This is an optimization exercise on Yosys and OpenROAD, whose aim is small area, a short achievable clock period and few clock cycles, not a production implementation.
Only simulation tests tie the RTL to the original design; equivalence was not proved.
Power figures rest on the tool's default switching activity, not on a simulated workload.

==> flow/design.v <==
module lcd_draw (
    input  wire        clk,
    input  wire        rst,           
    input  wire        cmd_valid,
    output wire        cmd_ready,
    input  wire [7:0]  cmd_op,
    input  wire [31:0] cmd_arg0,
    input  wire [31:0] cmd_arg1,
    input  wire [15:0] cmd_color,
    output reg         out_valid,
    input  wire        out_ready,
    output reg  [7:0]  out_data,
    output reg         out_dc,
    output reg         out_last,
    output wire        idle
);
    localparam [3:0] K_NONE = 4'h0, K_WIN = 4'h2, K_ROT = 4'h3, K_FILL = 4'h4,
                     K_FRECT = 4'h5, K_PIX = 4'h6, K_HL = 4'h7, K_VL = 4'h8,
                     K_RECT = 4'h9, K_LINE = 4'hA;
    localparam [3:0] G_IDLE = 4'd0,
                     G_D1 = 4'd1, G_D2 = 4'd2, G_D3 = 4'd3, G_D4 = 4'd4,    
                     G_RUN = 4'd5,                                        
                     G_S1 = 4'd6, G_S2 = 4'd7, G_S3 = 4'd8, G_S4 = 4'd9,  
                     G_S5 = 4'd10, G_S6 = 4'd11, G_S7 = 4'd12, G_S8 = 4'd13,
                     G_WALK = 4'd14;
    localparam [1:0] M_WIN = 2'd0, M_DATA = 2'd1, M_ROT = 2'd2;
    reg  [3:0]  g;
    reg  [3:0]  kind;
    reg  [1:0]  rstep;
    reg         swapped;
    reg  signed [15:0] XA, YA;
    reg  signed [16:0] XB, YB, K, DY;
    reg  [15:0] col;
    reg  [8:0]  xs;                       
    reg         xsf;                      
    reg         steep, sxn, syn;
    reg         em_busy;
    reg  [1:0]  em_mode;
    reg  [3:0]  bidx;
    reg         in_data, phase;
    reg  [8:0]  wx0, wx1, wy0, wy1;
    wire [8:0] scr_w = swapped ? 9'd320 : 9'd240;
    wire [8:0] scr_h = swapped ? 9'd240 : 9'd320;
    wire [10:0] vXA = {XA[15], XA[15:9] == 7'd0, XA[8:0]};
    wire [10:0] vYA = {YA[15], YA[15:9] == 7'd0, YA[8:0]};
    wire [10:0] vXB = {XB[16], XB[16:9] == 8'd0, XB[8:0]};
    wire [10:0] vYB = {YB[16], YB[16:9] == 8'd0, YB[8:0]};
    wire [10:0] vXS = {1'b0, xsf, xs};
    localparam [10:0] V0 = 11'b01_000000000, VBIG = 11'b00_000000000;
    reg  [10:0] cxa, cxb, cya, cyb;
    reg         clx, cly;
    always @(*) begin
        cxa = vXA; cxb = vXA; cya = vYA; cyb = vYA;
        clx = 1'b0; cly = 1'b0;
        case (kind)
            K_WIN: begin cxb = vYA; cya = vXB; cyb = vYB; end
            K_FILL: begin cxa = V0; cxb = VBIG; cya = V0; cyb = VBIG; clx = 1'b1; cly = 1'b1; end
            K_FRECT: begin cxb = vXB; cyb = vYB; end
            K_HL: begin cxb = vXB; clx = 1'b1; end
            K_VL: begin cyb = vYB; cly = 1'b1; end
            K_RECT: case (rstep)
                2'd0: begin cxb = vXB; clx = 1'b1; end
                2'd1: begin cyb = vYB; cly = 1'b1; end
                2'd2: begin cxb = vXB; cya = vYB; cyb = vYB; clx = 1'b1; end
                default: begin cxa = vXB; cxb = vXB; cyb = vYB; cly = 1'b1; end
            endcase
            K_LINE: if (steep) begin
                cxa = vYA; cxb = vYA; cya = vXS; cyb = vXA;
            end else begin
                cxa = vXS;
            end
            default: ;
        endcase
    end
    function [9:0] chk;    
        input [10:0] a, b;
        input [8:0]  ext;
        input        clamp;
        reg a_in, b_over, b_ge;
        begin
            a_in   = !a[10] && a[9] && (a[8:0] < ext);
            b_over = !b[10] && (!b[9] || (b[8:0] >= ext));
            b_ge   = !b[10] && (!b[9] || (b[8:0] >= a[8:0]));
            chk[9]   = a_in && b_ge && (clamp || !b_over);
            chk[8:0] = b_over ? ext - 9'd1 : b[8:0];
        end
    endfunction
    wire [9:0] chx = chk(cxa, cxb, scr_w, clx);
    wire [9:0] chy = chk(cya, cyb, scr_h, cly);
    wire cand_ok = chx[9] & chy[9];
    wire x_end = (wx0 == wx1);
    wire y_end = (wy0 == wy1);
    wire em_last = (em_mode == M_ROT) ? bidx[0] :
                   in_data ? (phase & x_end & y_end) :
                   (em_mode == M_WIN) && (bidx == 4'd10);
    wire em_finish = em_busy & out_ready & em_last;
    wire em_free = !em_busy | em_finish;
    always @(*) begin
        out_valid = em_busy;
        out_data  = 8'h00;
        out_dc    = 1'b1;
        out_last  = 1'b0;
        if (em_mode == M_ROT) begin
            if (!bidx[0]) begin
                out_data = 8'h36;
                out_dc   = 1'b0;
            end else begin
                out_data = wx0[7:0];
                out_last = 1'b1;
            end
        end else if (in_data) begin
            out_data = phase ? col[7:0] : col[15:8];
            out_last = phase & x_end & y_end;
        end else begin
            case (bidx)
                4'd0:  begin out_data = 8'h2A; out_dc = 1'b0; end
                4'd1:  out_data = {7'd0, wx0[8]};
                4'd2:  out_data = wx0[7:0];
                4'd3:  out_data = {7'd0, wx1[8]};
                4'd4:  begin out_data = wx1[7:0]; out_last = 1'b1; end
                4'd5:  begin out_data = 8'h2B; out_dc = 1'b0; end
                4'd6:  out_data = {7'd0, wy0[8]};
                4'd7:  out_data = wy0[7:0];
                4'd8:  out_data = {7'd0, wy1[8]};
                4'd9:  begin out_data = wy1[7:0]; out_last = 1'b1; end
                default: begin out_data = 8'h2C; out_dc = 1'b0; out_last = 1'b1; end
            endcase
        end
    end
    wire fneg = YB[16];
    reg  [16:0] p, q;
    reg         inv;
    always @(*) begin
        p = 17'd0; q = 17'd0; inv = 1'b0;
        case (g)
            G_D1: begin p = (kind == K_VL) ? XB : XB; inv = 1'b1; end    
            G_D2: begin p = (kind == K_VL) ? YB : XB; q = (kind == K_VL) ? {YA[15], YA} : {XA[15], XA}; end
            G_D3: begin p = YB; inv = 1'b1; end                         
            G_D4: begin p = YB; q = {YA[15], YA}; end
            G_S1: begin p = XB; q = {XA[15], XA}; inv = 1'b1; end       
            G_S2: begin p = YB; q = {YA[15], YA}; inv = 1'b1; end       
            G_S3: begin q = K;  inv = 1'b1; end                         
            G_S4: begin q = DY; inv = 1'b1; end                         
            G_S5: begin p = K;  q = DY; inv = 1'b1; end                 
            G_S7: begin p = {1'b0, K[16:1]}; q = DY; inv = 1'b1; end    
            G_S8: begin p = K;  q = DY; inv = 1'b1; end                 
            default: begin p = YB; q = fneg ? K : DY; inv = !fneg; end  
        endcase
    end
    wire [16:0] s = p + (q ^ {17{inv}}) + {16'd0, inv & (g != G_D1) & (g != G_D3)};
    wire [8:0] ext_maj = steep ? scr_h : scr_w;
    wire [8:0] ext_min = steep ? scr_w : scr_h;
    wire x_last  = ({XA[15], XA} == XB);
    wire x_clip  = !XA[15] && ((XA[15:9] != 7'd0) || (XA[8:0] >= ext_maj - 9'd1));
    wire ypos    = !(sxn ^ syn);
    wire y_gone  = ypos ? (!YA[15] && ((YA[15:9] != 7'd0) || (YA[8:0] >= ext_min)))
                        : YA[15];
    wire [16:0] XA1 = {XA[15], XA} + 17'd1;
    wire walk_flush = fneg | x_last | x_clip;
    wire accept = cmd_valid & cmd_ready;
    assign cmd_ready = (g == G_IDLE) & !em_busy;
    assign idle      = (g == G_IDLE) & !em_busy;
    reg  [7:0] rot_m;
    always @(*) begin
        case (XA[2:0])
            3'd0: rot_m = 8'h08;
            3'd1: rot_m = 8'h68;
            3'd2: rot_m = 8'hC8;
            3'd3: rot_m = 8'hA8;
            3'd4: rot_m = 8'h48;
            3'd5: rot_m = 8'h28;
            3'd6: rot_m = 8'h88;
            default: rot_m = 8'hE8;
        endcase
    end
    reg offer;           
    always @(*) begin
        offer = 1'b0;
        if (g == G_RUN)
            offer = (kind == K_ROT) | cand_ok;
        else if (g == G_WALK)
            offer = !y_gone & walk_flush & cand_ok;
    end
    wire take = offer & em_free;
    always @(posedge clk) begin
        if (rst) begin
            g       <= G_IDLE;
            swapped <= 1'b0;
            em_busy <= 1'b0;
        end else begin
            if (take) begin
                em_busy <= 1'b1;
                em_mode <= (kind == K_ROT) ? M_ROT : (kind == K_WIN) ? M_WIN : M_DATA;
                bidx    <= 4'd0;
                in_data <= 1'b0;
                phase   <= 1'b0;
                wx0     <= (kind == K_ROT) ? {1'b0, rot_m} : cxa[8:0];
                wx1     <= chx[8:0];
                wy0     <= cya[8:0];
                wy1     <= chy[8:0];
            end else if (em_busy && out_ready) begin
                if (em_finish)
                    em_busy <= 1'b0;
                if (in_data) begin
                    phase <= !phase;
                    if (phase) begin
                        if (x_end) begin
                            wy0 <= wy0 + 9'd1;
                            if (kind == K_FRECT || kind == K_FILL)
                                wx0 <= cxa[8:0];
                        end else
                            wx0 <= wx0 + 9'd1;
                    end
                end else begin
                    bidx <= bidx + 4'd1;
                    if (bidx == 4'd10)
                        in_data <= 1'b1;
                end
            end
            case (g)
            G_IDLE: begin
                rstep <= 2'd0;
                if (cmd_ready) begin
                    XA   <= cmd_arg0[15:0];
                    YA   <= cmd_arg0[31:16];
                    XB   <= {cmd_arg1[15], cmd_arg1[15:0]};
                    YB   <= {cmd_arg1[31], cmd_arg1[31:16]};
                    col  <= cmd_color;
                end
                if (accept) begin
                    kind <= (cmd_op[7:4] == 4'd0 && cmd_op[3:0] >= 4'h2 && cmd_op[3:0] <= 4'hA)
                            ? cmd_op[3:0] : K_NONE;
                    steep <= 1'b0;
                    if (cmd_op[7:4] == 4'd0)
                        case (cmd_op[3:0])
                            K_ROT: begin swapped <= cmd_arg0[0]; g <= G_RUN; end
                            K_WIN, K_PIX, K_FILL: g <= G_RUN;
                            K_FRECT, K_HL, K_VL, K_RECT: g <= G_D1;
                            K_LINE: g <= G_S1;
                            default: ;
                        endcase
                end
            end
            G_D1: begin
                if (kind == K_VL) YB <= s; else XB <= s;
                g <= G_D2;
            end
            G_D2: begin
                if (kind == K_VL) YB <= s; else XB <= s;
                g <= (kind == K_HL || kind == K_VL) ? G_RUN : G_D3;
            end
            G_D3: begin
                YB <= s;
                g  <= G_D4;
            end
            G_D4: begin
                YB <= s;
                g  <= G_RUN;
            end
            G_RUN: begin
                if (take || !offer) begin
                    rstep <= rstep + 2'd1;
                    if (kind != K_RECT || rstep == 2'd3)
                        g <= G_IDLE;
                end
            end
            G_S1: begin
                K <= s;
                g <= G_S2;
            end
            G_S2: begin
                DY <= s;
                g  <= G_S3;
            end
            G_S3: begin
                sxn <= K[16];
                if (K[16]) K <= s;
                g <= G_S4;
            end
            G_S4: begin
                syn <= DY[16];
                if (DY[16]) DY <= s;
                g <= G_S5;
            end
            G_S5: begin
                if (s[16]) begin
                    steep <= 1'b1;
                    XA <= YA;  YA <= XA;
                    XB <= YB;  YB <= XB;
                    g  <= G_S1;
                end else
                    g  <= G_S6;
            end
            G_S6: begin
                if (sxn) begin
                    XA <= XB[15:0];  YA <= YB[15:0];
                    XB <= {XA[15], XA};
                end
                g <= G_S7;
            end
            G_S7: begin
                YB  <= s;
                xs  <= XA[8:0];
                xsf <= (XA[15:9] == 7'd0);
                g   <= G_S8;
            end
            G_S8: begin
                K <= s;
                g <= G_WALK;
            end
            G_WALK: begin
                if (y_gone) begin
                    g <= G_IDLE;
                end else if (walk_flush) begin
                    if (take || !offer) begin
                        if (x_last || x_clip)
                            g <= G_IDLE;
                        YB  <= s;
                        XA  <= XA1[15:0];
                        xs  <= XA1[8:0];
                        xsf <= (XA1[16:9] == 8'd0);
                        if (fneg)
                            YA <= ypos ? YA + 16'sd1 : YA - 16'sd1;
                    end
                end else begin
                    YB <= s;
                    XA <= XA1[15:0];
                end
            end
            default: g <= G_IDLE;
            endcase
        end
    end
endmodule
==> flow/run.sh <==
#!/bin/bash
# synth_recipe.tcl (not shown) runs the flow's synth.tcl, then flattens the netlist and writes it again
# the make line also repeats each setting of config.mk as NAME=value (left out here)
make -C /OpenROAD-flow-scripts/flow DESIGN_CONFIG=/design/flow/config.mk WORK_HOME=/design/flow/orfs CLKGATE_MAP_FILE= SYNTH_SCRIPT=/design/flow/synth_recipe.tcl finish
==> flow/config.mk <==
export PLATFORM = sky130hd
export DESIGN_NAME = lcd_draw
export DESIGN_NICKNAME = lcd_draw
export VERILOG_FILES = /design/flow/design.v
export SDC_FILE = /design/flow/constraint.sdc
export NUM_CORES = 4
export LEC_CHECK = 0
export CAP_MARGIN = 20
export CORE_MARGIN = 2
export CORE_UTILIZATION = 40
export SLEW_MARGIN = 20
==> flow/constraint.sdc <==
create_clock -name core_clock -period 9.5 [get_ports {clk}]
set_input_delay 1.9000 -clock core_clock [delete_from_list [all_inputs] [get_ports {clk}]]
set_output_delay 1.9000 -clock core_clock [all_outputs]
set_load 0.01 [all_outputs]
==> results of run 1 <==
worst max-delay path by stage:
stage	from	to	slack (ns)	cells past startpoint
floorplan	kind[3]	XB[0]	1.83	18
global placement	kind[2]	XA[7]	3.19	21
detailed placement	kind[2]	YB[10]	3.14	20
CTS	kind[2]	YB[13]	3.10	20
global route	g[2]	XA[11]	2.62	19
finish	g[2]	YA[8]	2.96	19
registers in the layout (all words and copies together), names as in the netlist, 9 cells and up:
name	cells
wx0	9
wy1	9
wx1	9
XB	17
K	17
col	16
xs	9
XA	16
YB	17
YA	16
wy0	9
DY	17
layout by cell type, fill, tap and decap left out, types with 25 or more instances in the layout:
cell type	n
edfxtp_1	179
nor2_1	147
nand2_1	147
o21ai_0	119
a21oi_1	115
clkdlybuf4s50_1	104
ha_1	85
inv_1	71
xor2_1	68
nand3_1	53
xnor2_1	50
a222oi_1	48
a22oi_1	33
a221o_1	33
buf_4	32
nor3_1	30
a22o_1	29
a221oi_1	25
cells by family after synthesis:
group / count (synthesis) / share of synthesized area
AOI/OAI and AO/OA: 563 / 0.262
and+or+nand+nor: 530 / 0.166
buffers and inverters: 201 / 0.0516
DFF: 185 / 0.356
xor gates and xnor gates: 121 / 0.0702
adders and majority gates: 88 / 0.0729
muxes: 30 / 0.0204
cell type report:
cell class	count	area (um2)
fill	3773	20400
multi-input combinational	1332	9190
sequential	185	5500
timing repair buffer	137	1290
tap	511	639
clock buffer	18	429
inverter	73	274
clock inverter	14	173
through the flow:
stage,std cells,instance area [um2]
after floorplan,1718,15400
after global placement,2237,16900
after detailed placement,2237,16900
after CTS,2269,17500
after global routing,2270,17500
final,2270,17500
critical path: cells and delay by family, from the launching register on:
family                     cells  cell delay, ns
AOI/OAI and AO/OA              9            2.56
xor gates and xnor gates       2            0.41
adders and majority gates      1            0.46
buffers and inverters          1            0.27
DFF                            1            0.99
and+or+nand+nor                6            1.50
report_power, final:
group	switching [W]	leakage (nW)	total, W	internal [W]
sequential	0.000486	1.70	0.00193	0.00144
clock	0.000349	0.274	0.000763	0.000415
combinational	0.00277	4.48	0.00454	0.00177
per-layer routing:
metal,GRT usage,up-vias,wire (um)
li1,-,6586,-
met3,0.0553,205,5140
met4,0.164,0,3530
met5,0,-,0
met1,0.366,7085,23800
met2,0.476,887,27600
==> flow_metrics.py, run 1 <==
metrics = {
    "run_status": {
        "run_status": "no timing/DRC/antenna violations",
    },
    "yosys": {
        "ys_seq_elements": 185,
        "synth_edf_count": 179,
        "synth-async-reset-ratio": 0,
        "synth_top_area_frac": 0.349,
        "yosysSeqAreaShare": 0.356,
        "synth.area.top_cells": "edfxtp_1 35%, ha_1 6.9%, o21ai_0 3.9%",
        "ys_types": 94,
        "synth_common_cells": "179 x edfxtp_1, 150 x nor2_1, 147 x nand2_1",
        "syn-num-nets": 1898,
        "yosys_warnings": 1,
        "yosysTopAreaCell": "edfxtp_1",
        "yosysMostFrequentCell": "edfxtp_1",
        "synth_area_per_cell_um2": 8.97,
        "synth_ff_type": "edfxtp_1",
        "synthCells": 1718,
        "syn_area_um2": 15400,
    },
    "grt": {
        "grt_pass1_vias": 14120,
        "antenna_found_initial": 0,
        "grt_pass1_wl_um": 89000,
        "grt_util_all_layers": 0.293,
        "grt_max_degree": 62,
        "grt.overflow.total": 0,
    },
    "cts": {
        "cts_buffer_depth": 2,
        "cts-hold-fix-buffers": 0,
        "insertion_delay_ns": 0.48,
        "clk_pin_slew_ns": 0.08,
        "numCtsBuffers": 17,
        "cts_resized": 0,
        "cts-root-buf": "clkbuf_16",
        "cts.sinks": 185,
        "post-cts-setup-buffer-count": 0,
        "cts_tree": "yes",
        "htree_levels": 4,
    },
    "critical_path": {
        "cp-start-kind": "flip-flop",
        "crit_top_cell": "nand2_1",
        "worstSetupEndpointType": "flip-flop",
        "slowest_delay_ns": 0.99,
        "path_class": "flip-flop to flip-flop",
        "cp_slowest_cell": "dfxtp_1",
        "reg2regPathDepth": 19,
        "path_cells": "nor2_1, nand2_1, and3_1, o21bai_1, a222oi_1, nand2_1, xor2_1, fa_1, a211oi_1, o21bai_1, o31a_1, a41o_1, o21ba_2, a31oi_1, xor2_2, a221oi_1, nand2_1, nor2_1, buf_4",
        "r2r_setup_slack_ns": 2.96,
        "r2r_start": "g[2]",
        "r2r-end": "YA[8]",
        "worstPathMaxFanout": 30,
        "worstPathRequired_ns": 9.66,
        "worstPathArrival_ns": 6.69,
    },
    "timing": {
        "post-route-period-util": 0.688,
        "finalMaxSlewViolations": 0,
        "finalSetupViolCount": 0,
        "rsz0062_at_grt": "false",
        "fin_skew_ns": 0.0189,
        "setup_tns_ns": 0,
        "relSlewSlack": 0.291,
        "final_hold_viol_count": 0,
        "layout_setup_ws_ns": 2.96,
        "tightest_slew_ns": 1.06,
        "worst_hold_slack_ns": 0.591,
        "layout_min_cycle_time_ns": 6.54,
        "maxClockFrequency_mhz": 153,
    },
    "routing": {
        "wl_per_cell_um": 26.5,
        "drtIter0Drc": 1745,
        "vias_per_cell": 6.50,
        "vias": 14763,
        "drc": 0,
        "wl_um": 60100,
        "antenna_left": 0,
        "firstDrtPassIters": 9,
    },
    "pwr": {
        "total_power_w": 0.00723,
        "irDropWorstVdd_uv": 493,
        "power_density_nw_per_um2": 413,
        "leakage_nw": 6.46,
    },
    "die": {
        "io_pins": 105,
        "dieArea_um2": 40100,
        "design.core.area_um2": 37800,
        "die_h_um": 200,
        "fp.dieW_um": 200,
        "start_util": 0.407,
        "num_rows": 71,
    },
    "placed_design": {
        "gp_congestion": 0.992,
        "io_buffers": 104,
        "hpwl_um": 44100,
        "pre_cts_slack_ns": 3.14,
    },
    "finish": {
        "final_core_util": 0.462,
        "final_nets": 1926,
        "area_delta_synth_final_pct": 13.4,
        "num_antenna_cells": 0,
        "final_layout_size_suffix_gt1_frac": 0.0722,
    },
    "min_path": {
        "min_from": "DY[16]",
        "worstHoldPathType": "flip-flop to flip-flop",
        "whs_endpoint": "syn",
        "holdPathStages": 0,
    },
    "run": {
        "drv_cap": 0,
    },
}
Testbench counts, summed over its fixed seeds: cycles 478,800.
==> run 2, diff against run 1 <==
--- a/flow/config.mk
+++ b/flow/config.mk
@@ -5,7 +5,9 @@
 export SDC_FILE = /design/flow/constraint.sdc
 export NUM_CORES = 4
 export LEC_CHECK = 0
+export ABC_CLOCK_PERIOD_IN_PS = 4000
 export CAP_MARGIN = 20
 export CORE_MARGIN = 2
 export CORE_UTILIZATION = 40
+export SETUP_SLACK_MARGIN = 5
 export SLEW_MARGIN = 20
==> run 2 against run 1 <==
  * Via count increased by 6.3%
  * Highest routed layer unchanged
  * Still clean on timing, DRC and antenna
  * Critical endpoint is now YB[16]
  * Wire length increased by 7.7%
  * First-iteration DRC count increased by 4.6%
  * Critical path depth increased by 2
==> flow_metrics.py, run 2 <==
metrics = {
    "run_status": {
        "run_status": "no timing/DRC/antenna violations",
    },
    "routing": {
        "drc": 0,
        "vias": 15698,
        "firstDrtPassIters": 7,
        "antenna_left": 0,
        "vias_per_cell": 6.43,
        "drtIter0Drc": 1826,
        "wl_um": 64700,
        "wl_per_cell_um": 26.5,
    },
    "yosys": {
        "yosysSeqAreaShare": 0.356,
        "synth_edf_count": 179,
        "synth.area.top_cells": "edfxtp_1 35%, ha_1 6.9%, o21ai_0 3.9%",
        "ys_types": 94,
        "ys_seq_elements": 185,
        "yosys_warnings": 1,
        "yosysMostFrequentCell": "edfxtp_1",
        "synth_ff_type": "edfxtp_1",
        "synth_area_per_cell_um2": 8.97,
        "syn-num-nets": 1898,
        "synth_common_cells": "179 x edfxtp_1, 150 x nor2_1, 147 x nand2_1",
        "synthCells": 1718,
        "synth-async-reset-ratio": 0,
        "synth_top_area_frac": 0.349,
        "yosysTopAreaCell": "edfxtp_1",
        "syn_area_um2": 15400,
    },
    "timing": {
        "setup_tns_ns": 0,
        "finalMaxSlewViolations": 0,
        "maxClockFrequency_mhz": 192,
        "finalSetupViolCount": 0,
        "post-route-period-util": 0.547,
        "rsz0062_at_grt": "true",
        "relSlewSlack": 0.220,
        "fin_skew_ns": 0.0178,
        "tightest_slew_ns": 1.17,
        "final_hold_viol_count": 0,
        "layout_min_cycle_time_ns": 5.20,
    },
    "finish": {
        "area_delta_synth_final_pct": 30.2,
        "final_cell_mix": "179 x edfxtp_1, 157 x buf_4, 142 x nand2_1",
        "layout_commonest_cell": "edfxtp_1",
        "final_nets": 2099,
        "final_layout_size_suffix_gt1_frac": 0.228,
        "fin_area_um2": 20100,
        "num_antenna_cells": 0,
    },
    "cts": {
        "htree_levels": 4,
        "numCtsBuffers": 17,
        "cts-hold-fix-buffers": 0,
        "cts-root-buf": "clkbuf_16",
        "clk_pin_slew_ns": 0.08,
        "cts_buffer_depth": 2,
        "cts_tree": "yes",
        "insertion_delay_ns": 0.48,
        "cts.sinks": 185,
    },
    "critical_path": {
        "cp-start-kind": "flip-flop",
        "r2r-end": "YB[16]",
        "worstPathRequired_ns": 9.69,
        "worstSetupEndpointType": "flip-flop",
        "worstPathMaxFanout": 8,
        "r2r_start": "kind[1]",
        "path_class": "flip-flop to flip-flop",
        "r2r_setup_slack_ns": 4.30,
        "worstPathArrival_ns": 5.39,
        "reg2regPathDepth": 21,
    },
    "grt": {
        "grt_pass1_vias": 15186,
        "grt_util_all_layers": 0.310,
        "grt_pass1_wl_um": 94800,
        "grt_max_degree": 68,
        "antenna_found_initial": 0,
        "grt.overflow.total": 0,
    },
    "pwr": {
        "leakage_nw": 7.59,
        "irDropWorstVdd_uv": 486,
        "power_density_nw_per_um2": 455,
    },
    "die": {
        "fp.dieW_um": 200,
        "design.core.area_um2": 37800,
        "io_pins": 105,
        "num_rows": 71,
        "dieArea_um2": 40100,
        "die_h_um": 200,
        "start_util": 0.407,
    },
    "min_path": {
        "holdPathStages": 0,
        "worstHoldPathType": "flip-flop to flip-flop",
        "whs_endpoint": "syn",
        "min_from": "DY[16]",
    },
    "placed_design": {
        "gp_congestion": 1.00,
        "hpwl_um": 44700,
        "io_buffers": 104,
        "placed_cell_area_um2": 17000,
    },
    "run": {
        "drv_cap": 0,
    },
}
==> run 2: cell counts after synthesis <==
No cell type changed its count.
==> run 2: layer usage <==
metal / vias to the layer above / GRT usage / wire [um]
met3: 225 / 0.0522 / 5130
li1: 6944 / - / -
met2: 852 / 0.517 / 30700
met4: 0 / 0.161 / 3640
met1: 7677 / 0.386 / 25300
met5: - / 0 / 0
==> run 2: what timing repair did <==
item / 4_1_cts / 5_1_grt
setup endpoints to repair: 214 / 197
gates resized for setup: 159 / 121
pin swaps: 44 / 66
gates cloned: 3 / 2
buffers inserted: 103 / 59
==> run 2: worst max-delay path, cell delays in order, from the launching register on <==
cell and delay (ns):
edfxtp_1 0.43, or4b_4 0.60, nor2_4 0.15, nor2_4 0.05, a222oi_1 0.30, o21ai_1 0.14, a21oi_2 0.17, xor2_2 0.17
fa_2 0.24, inv_2 0.04, fa_2 0.35, a211oi_2 0.21, o21bai_1 0.12, o31a_1 0.27, a41o_1 0.22, o21ba_4 0.22
a31oi_4 0.24, xor2_4 0.12, a221oi_4 0.32, nor3b_4 0.26, buf_6 0.15, buf_16 0.14
==> run 2: report_power, final <==
part	internal [W]	switching, W	total [W]
registers	0.00144	0.000427	0.00187
logic	0.00297	0.00355	0.00652
clock network	0.000356	0.000384	0.000740
total	0.00477	0.00436	0.00913
==> run 2: cell type report <==
class                   instances  area, um2
fillers                      3442      17800
flip-flops and latches        185       5500
clock buffers                  17        425
well taps                     511        639
multi-input cells            1334      10200
repair buffers                308       2830
clock inverters                15        179
inverters                      73        278
==> run 2: kinds of logic after synthesis <==
logic type	share of synthesized area
xor gates and xnor gates	0.0702
and+or+nand+nor	0.166
DFF	0.356
muxes	0.0204
AOI/OAI and AO/OA	0.262
adders and majority gates	0.0729
buffers and inverters	0.0516
==> run 2: how the worst max path moves through the flow <==
stage                  from  slack [ns]  cells past startpoint  endpoint
finish              kind[1]        4.30                     21    YB[16]
global route        kind[1]        4.19                     21    YB[15]
CTS                 kind[0]        4.28                     21    YB[16]
detailed placement  kind[3]        3.11                     17    YB[13]
global placement    kind[2]        3.05                     19    YB[13]
floorplan           kind[3]        4.41                     19     YB[0]
==> run 2: metrics by stage <==
step	setup slack [ns]	hold WS (ns)	power, W	instances	util
after global placement	3.05	0.590	0.00649	2244	0.449
after floorplan	4.41	0.499	0.00512	1718	-
after detailed placement	3.11	0.619	0.00658	2244	0.450
after CTS	4.28	0.637	0.00823	2382	0.505
after global routing	4.19	0.643	0.00963	2443	0.530
final	4.30	0.619	0.00913	2443	0.530

==> afterwards: timing with drivers on the ports <==
No port has a modelled driver above. Below, the same layouts with a new extraction and two added sets of constraints.
Step 1, drivers: a clkbuf_16 drives clk and a buf_2 each remaining input, both assumed.
Step 2 also shifts input and output timing later by t, the mid clock arrival at the registers, as if the neighbouring blocks saw the same clock.
Slacks: ideal ports / drivers / drivers and shift; pairs: ideal ports / drivers.
run | shift t [ns] | setup WS [ns] | worst hold slack (ns) | worst setup path after step 2 | worst register clock-pin slew, ns
run 1 | 0.514 | 2.963 / 2.963 / 2.963 | 0.591 / 0.591 / 0.591 | register to register | 0.08 / 0.08
run 2 | 0.521 | 4.299 / 4.299 / 4.299 | 0.619 / 0.619 / 0.619 | register to register | 0.09 / 0.09
After both steps setup and hold are still met in every run listed.
